What follows belongs to an exercise in optimizing a design on an open flow for small area, a short achievable clock period and few clock cycles per item; a production flow would make more cautious choices. RTL that was checked went through simulation tests only; none was proved equivalent to the original. No activity file was given, so power comes from the tool's default toggle rates.

Setup of quartz:
## ring_monitor
module ring_monitor #(
    parameter integer N    = 64,
    parameter integer IDXW = 6       
) (
    input  wire            clk,
    input  wire            rst,            
    input  wire            ev_valid,
    output wire            ev_ready,
    input  wire [3:0]      ev_code,
    input  wire            ev_party,       
    input  wire            ev_ring,        
    input  wire [7:0]      ev_index,       
    output reg             done,
    output wire            done_ok,        
    output reg  [IDXW:0]   done_count,     
    output reg             sig_rx,         
    output reg             rx_int_enable,  
    output reg             tx_kick,        
    output reg             reclaim_valid,  
    output wire [IDXW-1:0] reclaim_idx,
    output reg  [6:0]      viol,
    output reg  [15:0]     err_cnt
);
    localparam [3:0] EV_RING_ALLOC     = 4'h0;
    localparam [3:0] EV_RING_FREE      = 4'h1;
    localparam [3:0] EV_RX_HW_COMPLETE = 4'h2;
    localparam [3:0] EV_RX_ADVANCE     = 4'h3;
    localparam [3:0] EV_TX_SUBMIT      = 4'h4;
    localparam [3:0] EV_TX_HW_COMPLETE = 4'h5;
    localparam [3:0] EV_TX_DRAIN       = 4'h6;
    localparam [3:0] EV_RX_OVERRUN     = 4'h7;
    localparam [3:0] EV_TX_UNDERRUN    = 4'h8;
    localparam [3:0] EV_ACCESS         = 4'h9;
    localparam integer V_OWNERSHIP      = 0;
    localparam integer V_HW_NOT_OWNER   = 1;
    localparam integer V_SW_NOT_OWNER   = 2;
    localparam integer V_TX_UNRECLAIMED = 3;
    localparam integer V_NOT_ALLOCATED  = 4;
    localparam integer V_DOUBLE_ALLOC   = 5;
    localparam integer V_BAD_EVENT      = 6;
    localparam [IDXW-1:0] CUR0 = {IDXW{1'b1}};
    reg             v1;
    reg  [3:0]      code1;
    reg             party1;
    reg             ring1;
    reg  [IDXW-1:0] idx1;       
    reg             bad1;       
    reg             alloc;
    reg             rx_int_en;
    reg  [IDXW-1:0] rx_cur;     
    reg  [IDXW-1:0] hw_rx;
    reg             rx_wrap;    
    reg  [IDXW-1:0] tx_comp;
    reg  [IDXW-1:0] hw_tx;
    reg  [IDXW-1:0] tx_prod;
    reg             c_wrap;     
    reg             d_wrap;     
    reg             busy;       
    reg             umode;      
    reg             ufin;       
    reg             rst_q;
  ...
Size: ~530 cells after synthesis, roughly 88 flip-flops, ~60 I/O pins, roughly 5200 sq um of cells after synthesis.
export LEC_CHECK = 0
export CAP_MARGIN = 20
export CORE_MARGIN = 2
export CORE_UTILIZATION = 40
export PLACE_DENSITY = 0.6
export SLEW_MARGIN = 20
export BUFFER_PORTS_ARGS = -buffer_cell sky130_fd_sc_hd__buf_2
export SETUP_SLACK_MARGIN = 5.5
create_clock -name core_clock -period 8.0 [get_ports {clk}]
standard.sh (not shown) runs the stock make flow with config.mk's settings and CLKGATE_MAP_FILE= SYNTH_SCRIPT=/design/flow/synth_recipe.tcl, a recipe that flattens the netlist after the stock synthesis.
==> flow/flow/run.sh <==
#!/bin/bash
# Own layout flow: the standard layout (standard.sh), with two settings added to config.mk:
#  - port buffers of a plain buffer cell (sky130_fd_sc_hd__buf_2) instead of the delay buffer
#    the resizer picks by default; every input and output port still gets its own buffer;
#  - a larger setup slack margin for repair_timing, so that it aims at a shorter period.
# The clock period, constraints, synthesis, floorplan, power grid and tap cells are unchanged.
set -euo pipefail
cat >> config.mk <<'EOC'
export BUFFER_PORTS_ARGS = -buffer_cell sky130_fd_sc_hd__buf_2
export SETUP_SLACK_MARGIN = 5.5
EOC
bash standard.sh > standard.log 2>&1
Modified inputs, fjord compared to quartz
--- a/flow/design.v
+++ b/flow/design.v
@@ -76,25 +76,39 @@
     wire [IDXW-1:0] rx_cur_inc  = rx_cur + 1'b1;
     wire [IDXW-1:0] tx_comp_inc = tx_comp + 1'b1;
     wire [IDXW-1:0] ia   = ring1 ? hw_tx   : rx_cur;
     wire [IDXW-1:0] ib   = ring1 ? tx_prod : hw_rx;
     wire            iw   = ring1 ? d_wrap  : rx_wrap;
     wire            in_iv = (idx1 >= ia) ^ (idx1 >= ib) ^ iw;
     wire            owner = ring1 ? in_iv : !in_iv;
     wire            under1  = (code1 == EV_TX_UNDERRUN);
     wire [IDXW-1:0] s_end   = (busy ? umode : under1) ? tx_prod : hw_tx;
     wire            s_last  = (tx_comp_inc == s_end);
     always @(posedge clk) begin
         rst_q <= rst;
-        begin
+        if (rst_q) begin
+            alloc     <= 1'b0;
+            rx_int_en <= 1'b0;
+            viol      <= 7'd0;
+            err_cnt   <= 16'd0;
+        end
+        if (rst) begin
+            v1            <= 1'b0;
+            busy          <= 1'b0;
+            done          <= 1'b0;
+            sig_rx        <= 1'b0;
+            rx_int_enable <= 1'b0;
+            tx_kick       <= 1'b0;
+            reclaim_valid <= 1'b0;
+        end else begin
             if (ev_ready) begin
                 v1     <= ev_valid;
                 code1  <= ev_code;
                 party1 <= ev_party;
                 ring1  <= ev_ring;
                 idx1   <= ev_index[IDXW-1:0] - 1'b1;
                 bad1   <= (ev_index[7:IDXW] != 0);
             end
             done          <= 1'b0;
             sig_rx        <= 1'b0;
             rx_int_enable <= 1'b0;
             tx_kick       <= 1'b0;
@@ -245,29 +259,14 @@
                     end
                     default: begin  
                         if (bad1)
                             viol[V_BAD_EVENT] <= 1'b1;
                         else if (party1 != owner)
                             viol[V_OWNERSHIP] <= 1'b1;
                         done <= 1'b1;
                     end
                     endcase
                 end
             end
         end
-        if (rst_q) begin
-            alloc     <= 1'b0;
-            rx_int_en <= 1'b0;
-            viol      <= 7'd0;
-            err_cnt   <= 16'd0;
-        end
-        if (rst) begin
-            v1            <= 1'b0;
-            busy          <= 1'b0;
-            done          <= 1'b0;
-            sig_rx        <= 1'b0;
-            rx_int_enable <= 1'b0;
-            tx_kick       <= 1'b0;
-            reclaim_valid <= 1'b0;
-        end
     end
 endmodule
[summary]
- The maximum clock insertion buffer count was comparable across fjord and quartz.
- quartz → fjord: total track usage went up 0.69 points, leakage power total went up about 3%, routed wire length went up 6.5%, setup slack went up 0.050 ns, complex-gate fraction of the synthesized area went up 2.8 points.
- Number of nets produced by synthesis in fjord is about 3.5% above quartz.
- Summary — final cell count, fjord relative to quartz: higher, by about 4.7%.
- Xor and xnor fraction of the mapped netlist area, fjord and quartz: larger value in quartz
- A end point of the critical path of reclaim_idx[0] is what quartz shows, while err_cnt[4]$_DFF_P_ belongs to fjord.
- Against quartz as the reference, fjord delivers a higher non-clock buffer count.
- Summed area of non-filler cells in the final layout for fjord: 5.2% up relative to quartz
- Re number of signal-net inverters in the final layout: fjord is 4 up on quartz.
- Diff quartz -> fjord | first-pass GRT wire length | up by a few percent
- The flow did not stop early for fjord: all stages ran, and the layout cleared the timing, design-rule and antenna checks.
No functional check of the RTL was part of any run of this note.

* * *

The RTL this note starts from:
==> flow/design.v <==
module ring_monitor #(
    parameter integer N    = 64,
    parameter integer IDXW = 6       
) (
    input  wire            clk,
    input  wire            rst,            
    input  wire            ev_valid,
    output wire            ev_ready,
    input  wire [3:0]      ev_code,
    input  wire            ev_party,       
    input  wire            ev_ring,        
    input  wire [7:0]      ev_index,       
    output reg             done,
    output wire            done_ok,        
    output reg  [IDXW:0]   done_count,     
    output reg             sig_rx,         
    output reg             rx_int_enable,  
    output reg             tx_kick,        
    output reg             reclaim_valid,  
    output wire [IDXW-1:0] reclaim_idx,
    output reg  [6:0]      viol,
    output reg  [15:0]     err_cnt
);
    localparam [3:0] EV_RING_ALLOC     = 4'h0;
    localparam [3:0] EV_RING_FREE      = 4'h1;
    localparam [3:0] EV_RX_HW_COMPLETE = 4'h2;
    localparam [3:0] EV_RX_ADVANCE     = 4'h3;
    localparam [3:0] EV_TX_SUBMIT      = 4'h4;
    localparam [3:0] EV_TX_HW_COMPLETE = 4'h5;
    localparam [3:0] EV_TX_DRAIN       = 4'h6;
    localparam [3:0] EV_RX_OVERRUN     = 4'h7;
    localparam [3:0] EV_TX_UNDERRUN    = 4'h8;
    localparam [3:0] EV_ACCESS         = 4'h9;
    localparam integer V_OWNERSHIP      = 0;
    localparam integer V_HW_NOT_OWNER   = 1;
    localparam integer V_SW_NOT_OWNER   = 2;
    localparam integer V_TX_UNRECLAIMED = 3;
    localparam integer V_NOT_ALLOCATED  = 4;
    localparam integer V_DOUBLE_ALLOC   = 5;
    localparam integer V_BAD_EVENT      = 6;
    localparam [IDXW-1:0] CUR0 = {IDXW{1'b1}};
    reg             v1;
    reg  [3:0]      code1;
    reg             party1;
    reg             ring1;
    reg  [IDXW-1:0] idx1;       
    reg             bad1;       
    reg             alloc;
    reg             rx_int_en;
    reg  [IDXW-1:0] rx_cur;     
    reg  [IDXW-1:0] hw_rx;
    reg             rx_wrap;    
    reg  [IDXW-1:0] tx_comp;
    reg  [IDXW-1:0] hw_tx;
    reg  [IDXW-1:0] tx_prod;
    reg             c_wrap;     
    reg             d_wrap;     
    reg             busy;       
    reg             umode;      
    reg             ufin;       
    reg             rst_q;
    assign ev_ready    = !(v1 && busy);
    assign done_ok     = tx_kick;
    assign reclaim_idx = tx_comp;
    wire go = v1 && !busy;
    wire rx_eq   = (rx_cur == hw_rx);
    wire rx_none = rx_eq && !rx_wrap;         
    wire rx_all  = rx_eq &&  rx_wrap;         
    wire c_eq    = (tx_comp == hw_tx);
    wire d_eq    = (hw_tx == tx_prod);
    wire o_eq    = (tx_comp == tx_prod);
    wire c_none  = c_eq && !c_wrap;
    wire d_none  = d_eq && !d_wrap;
    wire d_all   = d_eq &&  d_wrap;
    wire o_full  = o_eq && !(c_none && d_none);    
    wire [IDXW-1:0] rx_cur_inc  = rx_cur + 1'b1;
    wire [IDXW-1:0] tx_comp_inc = tx_comp + 1'b1;
    wire [IDXW-1:0] ia   = ring1 ? hw_tx   : rx_cur;
    wire [IDXW-1:0] ib   = ring1 ? tx_prod : hw_rx;
    wire            iw   = ring1 ? d_wrap  : rx_wrap;
    wire            in_iv = (idx1 >= ia) ^ (idx1 >= ib) ^ iw;
    wire            owner = ring1 ? in_iv : !in_iv;
    wire            under1  = (code1 == EV_TX_UNDERRUN);
    wire [IDXW-1:0] s_end   = (busy ? umode : under1) ? tx_prod : hw_tx;
    wire            s_last  = (tx_comp_inc == s_end);
    always @(posedge clk) begin
        rst_q <= rst;
        if (rst_q) begin
            alloc     <= 1'b0;
            rx_int_en <= 1'b0;
            viol      <= 7'd0;
            err_cnt   <= 16'd0;
        end
        if (rst) begin
            v1            <= 1'b0;
            busy          <= 1'b0;
            done          <= 1'b0;
            sig_rx        <= 1'b0;
            rx_int_enable <= 1'b0;
            tx_kick       <= 1'b0;
            reclaim_valid <= 1'b0;
        end else begin
            if (ev_ready) begin
                v1     <= ev_valid;
                code1  <= ev_code;
                party1 <= ev_party;
                ring1  <= ev_ring;
                idx1   <= ev_index[IDXW-1:0] - 1'b1;
                bad1   <= (ev_index[7:IDXW] != 0);
            end
            done          <= 1'b0;
            sig_rx        <= 1'b0;
            rx_int_enable <= 1'b0;
            tx_kick       <= 1'b0;
            reclaim_valid <= 1'b0;
            if (busy) begin
                if (ufin) begin
                    tx_comp <= CUR0;
                    hw_tx   <= CUR0;
                    tx_prod <= CUR0;
                    c_wrap  <= 1'b0;
                    d_wrap  <= 1'b0;
                    done    <= 1'b1;
                    busy    <= 1'b0;
                end else begin
                    reclaim_valid <= 1'b1;
                    tx_comp       <= tx_comp_inc;
                    done_count    <= done_count + 1'b1;
                    if (s_last) begin
                        if (umode) begin
                            ufin <= 1'b1;
                        end else begin
                            done <= 1'b1;
                            busy <= 1'b0;
                        end
                    end
                end
            end else if (go) begin
                if (code1 > EV_ACCESS) begin
                    viol[V_BAD_EVENT] <= 1'b1;
                    done <= 1'b1;
                end else if (!alloc && code1 != EV_RING_ALLOC) begin
                    viol[V_NOT_ALLOCATED] <= 1'b1;
                    done_count <= {(IDXW+1){1'b0}};
                    done <= 1'b1;
                end else begin
                    case (code1)
                    EV_RING_ALLOC: begin
                        if (alloc) begin
                            viol[V_DOUBLE_ALLOC] <= 1'b1;
                        end else begin
                            rx_cur    <= CUR0;
                            hw_rx     <= CUR0;
                            rx_wrap   <= 1'b0;
                            tx_comp   <= CUR0;
                            hw_tx     <= CUR0;
                            tx_prod   <= CUR0;
                            c_wrap    <= 1'b0;
                            d_wrap    <= 1'b0;
                            rx_int_en <= 1'b1;
                            alloc     <= 1'b1;
                        end
                        done <= 1'b1;
                    end
                    EV_RING_FREE: begin
                        alloc     <= 1'b0;
                        rx_int_en <= 1'b0;
                        done      <= 1'b1;
                    end
                    EV_RX_HW_COMPLETE: begin
                        if (!rx_all) begin
                            hw_rx   <= hw_rx + 1'b1;
                            if (&hw_rx) rx_wrap <= 1'b1;
                            if (rx_int_en) begin
                                rx_int_en <= 1'b0;
                                sig_rx    <= 1'b1;
                            end
                        end else begin
                            viol[V_HW_NOT_OWNER] <= 1'b1;
                        end
                        done <= 1'b1;
                    end
                    EV_RX_ADVANCE: begin
                        if (rx_none) begin
                            viol[V_SW_NOT_OWNER] <= 1'b1;
                        end else begin
                            rx_cur  <= rx_cur_inc;
                            if (&rx_cur) rx_wrap <= 1'b0;
                            if (rx_cur_inc == hw_rx) begin
                                rx_int_en     <= 1'b1;
                                rx_int_enable <= 1'b1;
                            end else begin
                                sig_rx <= 1'b1;
                            end
                        end
                        done <= 1'b1;
                    end
                    EV_TX_SUBMIT: begin
                        if (d_all) begin
                        end else if (o_full) begin
                            viol[V_TX_UNRECLAIMED] <= 1'b1;
                        end else begin
                            tx_prod <= tx_prod + 1'b1;
                            if (&tx_prod) d_wrap <= 1'b1;
                            tx_kick <= 1'b1;
                        end
                        done <= 1'b1;
                    end
                    EV_TX_HW_COMPLETE: begin
                        if (!d_none) begin
                            hw_tx  <= hw_tx + 1'b1;
                            if (&hw_tx) begin
                                d_wrap <= 1'b0;
                                c_wrap <= 1'b1;
                            end
                        end else begin
                            viol[V_HW_NOT_OWNER] <= 1'b1;
                        end
                        done <= 1'b1;
                    end
                    EV_TX_DRAIN: begin
                        done_count <= {{IDXW{1'b0}}, !c_none};
                        c_wrap     <= 1'b0;
                        if (c_none) begin
                            done <= 1'b1;
                        end else begin
                            reclaim_valid <= 1'b1;
                            tx_comp       <= tx_comp_inc;
                            umode         <= 1'b0;
                            ufin          <= 1'b0;
                            if (s_last) done <= 1'b1;
                            else        busy <= 1'b1;
                        end
                    end
                    EV_RX_OVERRUN: begin
                        rx_cur    <= CUR0;
                        hw_rx     <= CUR0;
                        rx_wrap   <= 1'b0;
                        rx_int_en <= 1'b1;
                        err_cnt   <= err_cnt + 16'd1;
                        done      <= 1'b1;
                    end
                    EV_TX_UNDERRUN: begin
                        err_cnt <= err_cnt + 16'd1;
                        if (o_eq && !o_full) begin
                            tx_comp <= CUR0;
                            hw_tx   <= CUR0;
                            tx_prod <= CUR0;
                            c_wrap  <= 1'b0;
                            d_wrap  <= 1'b0;
                            done    <= 1'b1;
                        end else begin
                            reclaim_valid <= 1'b1;
                            tx_comp       <= tx_comp_inc;
                            umode         <= 1'b1;
                            ufin          <= s_last;
                            busy          <= 1'b1;
                        end
                    end
                    default: begin  
                        if (bad1)
                            viol[V_BAD_EVENT] <= 1'b1;
                        else if (party1 != owner)
                            viol[V_OWNERSHIP] <= 1'b1;
                        done <= 1'b1;
                    end
                    endcase
                end
            end
        end
    end
endmodule
make LEC_CHECK=0 CAP_MARGIN=20 CORE_MARGIN=2 CORE_UTILIZATION=40 CTS_BUF_LIST=sky130_fd_sc_hd__clkbuf_8 PLACE_DENSITY=0.6 SETUP_SLACK_MARGIN=5 SLEW_MARGIN=20 finish   # period 8.0 ns
run.sh (not shown) runs the stock make flow with config.mk's settings and CLKGATE_MAP_FILE= SYNTH_SCRIPT=/design/flow/synth_recipe.tcl, a recipe that flattens the netlist after the stock synthesis.
Stock flow here: none of the scripts above is used.
The first run ran to the end with no violations.
==> next run, changes <==
--- a/flow/design.v
+++ b/flow/design.v
@@ -53,18 +53,18 @@
     reg  [IDXW-1:0] tx_comp;
     reg  [IDXW-1:0] hw_tx;
     reg  [IDXW-1:0] tx_prod;
     reg             c_wrap;     
     reg             d_wrap;     
-    reg             busy;       
+    reg             idle;       
     reg             umode;      
     reg             ufin;       
     reg             rst_q;
-    assign ev_ready    = !(v1 && busy);
+    assign ev_ready    = idle;
     assign done_ok     = tx_kick;
     assign reclaim_idx = tx_comp;
-    wire go = v1 && !busy;
+    wire go = v1 && idle;
     wire rx_eq   = (rx_cur == hw_rx);
     wire rx_none = rx_eq && !rx_wrap;         
     wire rx_all  = rx_eq &&  rx_wrap;         
     wire c_eq    = (tx_comp == hw_tx);
     wire d_eq    = (hw_tx == tx_prod);
@@ -76,64 +76,50 @@
     wire [IDXW-1:0] rx_cur_inc  = rx_cur + 1'b1;
     wire [IDXW-1:0] tx_comp_inc = tx_comp + 1'b1;
     wire [IDXW-1:0] ia   = ring1 ? hw_tx   : rx_cur;
     wire [IDXW-1:0] ib   = ring1 ? tx_prod : hw_rx;
     wire            iw   = ring1 ? d_wrap  : rx_wrap;
-    wire            in_iv = (idx1 >= ia) ^ (idx1 >= ib) ^ iw;
+    wire            in_iv = (idx1 > ia) ^ (idx1 > ib) ^ iw;
     wire            owner = ring1 ? in_iv : !in_iv;
     wire            under1  = (code1 == EV_TX_UNDERRUN);
-    wire [IDXW-1:0] s_end   = (busy ? umode : under1) ? tx_prod : hw_tx;
+    wire [IDXW-1:0] s_end   = (!idle ? umode : under1) ? tx_prod : hw_tx;
     wire            s_last  = (tx_comp_inc == s_end);
     always @(posedge clk) begin
         rst_q <= rst;
-        if (rst_q) begin
-            alloc     <= 1'b0;
-            rx_int_en <= 1'b0;
-            viol      <= 7'd0;
-            err_cnt   <= 16'd0;
-        end
-        if (rst) begin
-            v1            <= 1'b0;
-            busy          <= 1'b0;
-            done          <= 1'b0;
-            sig_rx        <= 1'b0;
-            rx_int_enable <= 1'b0;
-            tx_kick       <= 1'b0;
-            reclaim_valid <= 1'b0;
-        end else begin
+        begin
             if (ev_ready) begin
                 v1     <= ev_valid;
                 code1  <= ev_code;
                 party1 <= ev_party;
                 ring1  <= ev_ring;
-                idx1   <= ev_index[IDXW-1:0] - 1'b1;
+                idx1   <= ev_index[IDXW-1:0];
                 bad1   <= (ev_index[7:IDXW] != 0);
             end
             done          <= 1'b0;
             sig_rx        <= 1'b0;
             rx_int_enable <= 1'b0;
             tx_kick       <= 1'b0;
             reclaim_valid <= 1'b0;
-            if (busy) begin
+            if (!idle) begin
                 if (ufin) begin
                     tx_comp <= CUR0;
                     hw_tx   <= CUR0;
                     tx_prod <= CUR0;
                     c_wrap  <= 1'b0;
                     d_wrap  <= 1'b0;
                     done    <= 1'b1;
-                    busy    <= 1'b0;
+                    idle    <= 1'b1;
                 end else begin
                     reclaim_valid <= 1'b1;
                     tx_comp       <= tx_comp_inc;
                     done_count    <= done_count + 1'b1;
                     if (s_last) begin
                         if (umode) begin
                             ufin <= 1'b1;
                         end else begin
                             done <= 1'b1;
-                            busy <= 1'b0;
+                            idle <= 1'b1;
                         end
                     end
                 end
             end else if (go) begin
                 if (code1 > EV_ACCESS) begin
@@ -227,11 +213,11 @@
                             reclaim_valid <= 1'b1;
                             tx_comp       <= tx_comp_inc;
                             umode         <= 1'b0;
                             ufin          <= 1'b0;
                             if (s_last) done <= 1'b1;
-                            else        busy <= 1'b1;
+                            else        idle <= 1'b0;
                         end
                     end
                     EV_RX_OVERRUN: begin
                         rx_cur    <= CUR0;
                         hw_rx     <= CUR0;
@@ -252,11 +238,11 @@
                         end else begin
                             reclaim_valid <= 1'b1;
                             tx_comp       <= tx_comp_inc;
                             umode         <= 1'b1;
                             ufin          <= s_last;
-                            busy          <= 1'b1;
+                            idle          <= 1'b0;
                         end
                     end
                     default: begin  
                         if (bad1)
                             viol[V_BAD_EVENT] <= 1'b1;
@@ -266,7 +252,22 @@
                     end
                     endcase
                 end
             end
         end
+        if (rst_q) begin
+            alloc     <= 1'b0;
+            rx_int_en <= 1'b0;
+            viol      <= 7'd0;
+            err_cnt   <= 16'd0;
+        end
+        if (rst) begin
+            v1            <= 1'b0;
+            idle          <= 1'b1;
+            done          <= 1'b0;
+            sig_rx        <= 1'b0;
+            rx_int_enable <= 1'b0;
+            tx_kick       <= 1'b0;
+            reclaim_valid <= 1'b0;
+        end
     end
 endmodule
Cell area decreases by 1.6%.
Non-clock buffer count decreases by 5.
Wire length increases by 3.9%.
Sequential share of layout area increases by 0.47 points.
Clock-buffer cell count decreases by 1.
Flip-flop and latch count does not change.
Total power decreases by 5.5%.
Hold slack improves by 0.0082 ns.
Die area hardly moves.
Global-route usage increases by 0.32 points.
Testbench counts after the change, summed over its fixed seeds: cycles 35,524, events 32,000.
No functional check of the RTL was part of the first run of this note.

## afterwards: timing with drivers on the ports
No port has a modelled driver above. Below, the same layouts with a new extraction and two added sets of constraints.
Step 1, drivers: a clkbuf_16 drives clk and a buf_2 each remaining input, both assumed.
Step 2, shift: input delay + t, output delay - t, t = (earliest + latest rising clock arrival at the registers) / 2. This alone moves slack from input paths to output paths.
a / b / c = ideal / step 1 / step 2; a / b = the first two.
run | t, ns | setup slack, ns | worst slew at a driven data input, ns
quartz | 0.376 | 5.360 / 5.322 / 5.285 | 0.03
fjord | 0.391 | 5.410 / 5.396 / 5.005 | 0.07
the first run of note 2 | 0.406 | 4.955 / 4.961 / 4.555 | 0.04
the second run of note 2 | 0.404 | 5.043 / 5.009 / 4.997 | 0.03
After both steps every run listed still meets setup and hold. For fjord, which loses most, drivers alone change the setup slack by -0.014 ns; drivers and shift together by -0.405 ns.
